This is an optimization exercise on Yosys and OpenROAD, whose aim is small area, a short achievable clock period and few clock cycles, not a production implementation. RTL that was checked went through simulation tests only; none was proved equivalent to the original.

==> inputs of job 6637 <==
Design doglink, start of the top module:
module doglink (
    input  wire        clk,
    input  wire        rst,
    input  wire [31:0] ev_word,
    input  wire        ev_valid,
    output wire        ev_ready,
    output wire        out_valid,
    input  wire        out_ready,
    output wire [2:0]  out_kind,
    output wire [31:0] out_data
);
Settings: LEC_CHECK=0, CAP_MARGIN=20, CORE_MARGIN=2, CORE_UTILIZATION=40, CTS_CLUSTER_DIAMETER=200, CTS_CLUSTER_SIZE=20, SETUP_SLACK_MARGIN=2.6, SLEW_MARGIN=20, TNS_END_PERCENT=10; clock period 5.0 ns.
run.sh (not shown) runs the stock make flow with config.mk's settings and CLKGATE_MAP_FILE= SYNTH_SCRIPT=/design/flow/synth_recipe.tcl, a recipe that flattens the netlist after the stock synthesis.
==> inputs of job 1759, as changes to job 6637 <==
--- a/flow/design.v
+++ b/flow/design.v
@@ -185,13 +185,13 @@
                 tx_hi <= 8'd1;
                 tx_lo <= 8'd2;
             end else if (fire && is_txack && tx_phase && tx_more) begin
                 tx_lo <= {tx_lo[6:0], tx_lo[7]};
                 if (tx_lo[7]) tx_hi <= {tx_hi[6:0], tx_hi[7]};
             end
-            if (fire && is_crst) begin
+            if (is_crst) begin
                 k_hi <= 4'd1;
                 k_lo <= 8'd1;
             end else if (fire && is_cxor) begin
                 k_lo <= {k_lo[6:0], k_lo[7]};
                 if (k_lo[7]) k_hi <= {k_hi[2:0], k_hi[3]};
             end
@@ -238,14 +238,14 @@
         end else begin
             if (!r_hold) r_v <= issue;
             if (h_load) s_v <= s_v && r_in;
             else if (r_in) s_v <= 1'b1;
         end
         h_v <= !rst && (s_v || r_v || (h_v && !out_ready));
-        if (h_load) h <= q_new;
-        ho  <= rst ? 19'd0 : h_load ? q_new : h;
+        if (h_load) h <= ~q_new;
+        ho  <= h_load ? q_new : ~h;
         if (r_in) s <= h_new;
         if (!r_hold) begin
             r      <= n_rec;
             r_part <= n_part;
         end
     end
@@ -257,16 +257,30 @@
                      (is_txgo && (tx_phase || e_rng)) ||
                      (is_keywr && e_rng);
     wire [2:0] err_code = is_txld  ? (tx_phase ? 3'd2 : 3'd3) :
                           is_txgo  ? (tx_phase ? 3'd4 : 3'd5) :
                           is_keywr ? 3'd6 : 3'd1;
     wire rx_we = is_rxb && rx_wok && !dr_conf;
+    reg  [7:0] ri_hi, ri_lo;
+    wire [7:0] ri_hs = {8{rx_we}} & ri_hi;
+    always @(posedge clk) begin
+        if (rst) begin
+            ri_hi <= 8'd1;
+            ri_lo <= 8'd1;
+        end else if (fire && is_rxb && rx_phase == WLL) begin
+            ri_hi <= 8'd1;
+            ri_lo <= 8'd1;
+        end else if (fire && is_rxb && rx_wok) begin
+            ri_lo <= {ri_lo[6:0], ri_lo[7]};
+            if (ri_lo[7]) ri_hi <= {ri_hi[6:0], ri_hi[7]};
+        end
+    end
     always @(posedge clk) begin
         for (i = 0; i < 64; i = i + 1)
-            if (rx_we && rx_idx[5:0] == i)
-                rx_buf[i] <= e_dl;
+            if (ri_hs[i/8] && ri_lo[i%8])
+                rx_buf[i] <= e_d;
     end
     wire [7:0] bw_d  = rst ? 8'd0 : e_d;
     wire tx_we  = is_txld && !tx_phase && !e_rng;
     wire key_we = is_keywr && !e_rng;
     always @(posedge clk) begin
         for (i = 0; i < 64; i = i + 1)
@@ -300,12 +314,15 @@
             dr_act      <= 1'b0;
             dr_ptr      <= 6'd0;
             dr_last     <= 6'd0;
             dr_conf     <= 1'b0;
         end else begin
             dr_conf <= dr_act && ({1'b0, rx_idx[5:0]} + 7'd1 >= {1'b0, dr_ptr});
+            if (is_ckclr) ck_sum <= 8'd0;
+            if (is_ckadd) ck_sum <= ck_sum + e_dl;
+            if (is_crst)  kidx <= 5'd0;
             if (d_issue) begin
                 dr_ptr <= dr_ptr + 6'd1;
                 if (dr_ptr == dr_last)
                     dr_act <= 1'b0;
             end
             if (fire) begin
@@ -396,13 +413,10 @@
                     tx_idx   <= 7'd1;
                     tx_res   <= 2'd0;
                     tx_phase <= 1'b1;
                     tx_wdt   <= 2'd2;
                 end
                 if (is_cxor)  kidx <= kidx + 5'd1;
-                if (is_crst)  kidx <= 5'd0;
-                if (is_ckclr) ck_sum <= 8'd0;
-                if (is_ckadd) ck_sum <= ck_sum + e_dl;
             end
         end
     end
 endmodule
==> flow/flow/run.sh (new file) <==
#!/bin/bash
# The standard layout (bash standard.sh, unchanged synthesis and steps), with
# one change: the port buffers that global placement inserts on every input
# and output are plain buffers (buf_4) rather than the tool's default pick.
set -euo pipefail
export BUFFER_PORTS_ARGS="-buffer_cell sky130_fd_sc_hd__buf_4"
bash standard.sh > standard.log 2>&1
==> flow/standard.sh (new file) <==
#!/bin/bash
# synth_recipe.tcl (not shown) runs the flow's synth.tcl, then flattens the netlist and writes it again
# the make line also repeats each setting of config.mk as NAME=value (left out here)
make -C /OpenROAD-flow-scripts/flow DESIGN_CONFIG=/design/flow/config.mk WORK_HOME=/design/flow/orfs CLKGATE_MAP_FILE= SYNTH_SCRIPT=/design/flow/synth_recipe.tcl "${@:-finish}"
- CORE_UTILIZATION: 40 -> 60
- PLACE_DENSITY: unset -> 0.75
removed: flow/run.sh
==> notes.md <==
Synthesized cell count: job 1759 is smaller than job 6637 (about 1.1%).
Against job 1759, the clock skew of job 6637 is lower by 0.0046 ns.
Of job 6637 and job 1759, job 1759 has the higher utilization (gap 20 points).
Register-to-register slack: job 6637 is higher than job 1759 (0.08 ns).
In job 1759 the sequential share of layout area is higher than in job 6637, by 2.7 points.
In job 6637 the hold slack is higher than in job 1759, by 0.021 ns.
Testbench counts of job 1759, summed over its fixed seeds: cycles 33,630.
Only the layout flow was run in job 6637; the RTL was not checked for function there.

## re-timing with driven ports
The flow's constraints put no driver on any port. The routed layouts listed below were extracted and timed again, unchanged, in two steps.
Step 1: set_driving_cell puts a clkbuf_16 on clk and a buf_2 on each other input, an assumption about the parent block.
Step 2, shift: input delay + t, output delay - t, t = (earliest + latest rising clock arrival at the registers) / 2. This alone moves slack from input paths to output paths.
Three values: ideal, step 1, step 2; two values: the first two.
run | t (ns) | slack for setup (ns) | worst setup path after step 2 | clock arrival spread, ns
job 6637 | 0.809 | 2.256 / 2.256 / 1.758 | input to register | 0.040 / 0.041
job 1759 | 0.786 | 2.175 / 2.175 / 1.896 | input to register | 0.045 / 0.044
After both steps setup and hold are still met in every run listed. For job 6637, which loses most, drivers alone change the setup slack by 0.000 ns; drivers and shift together by -0.498 ns.
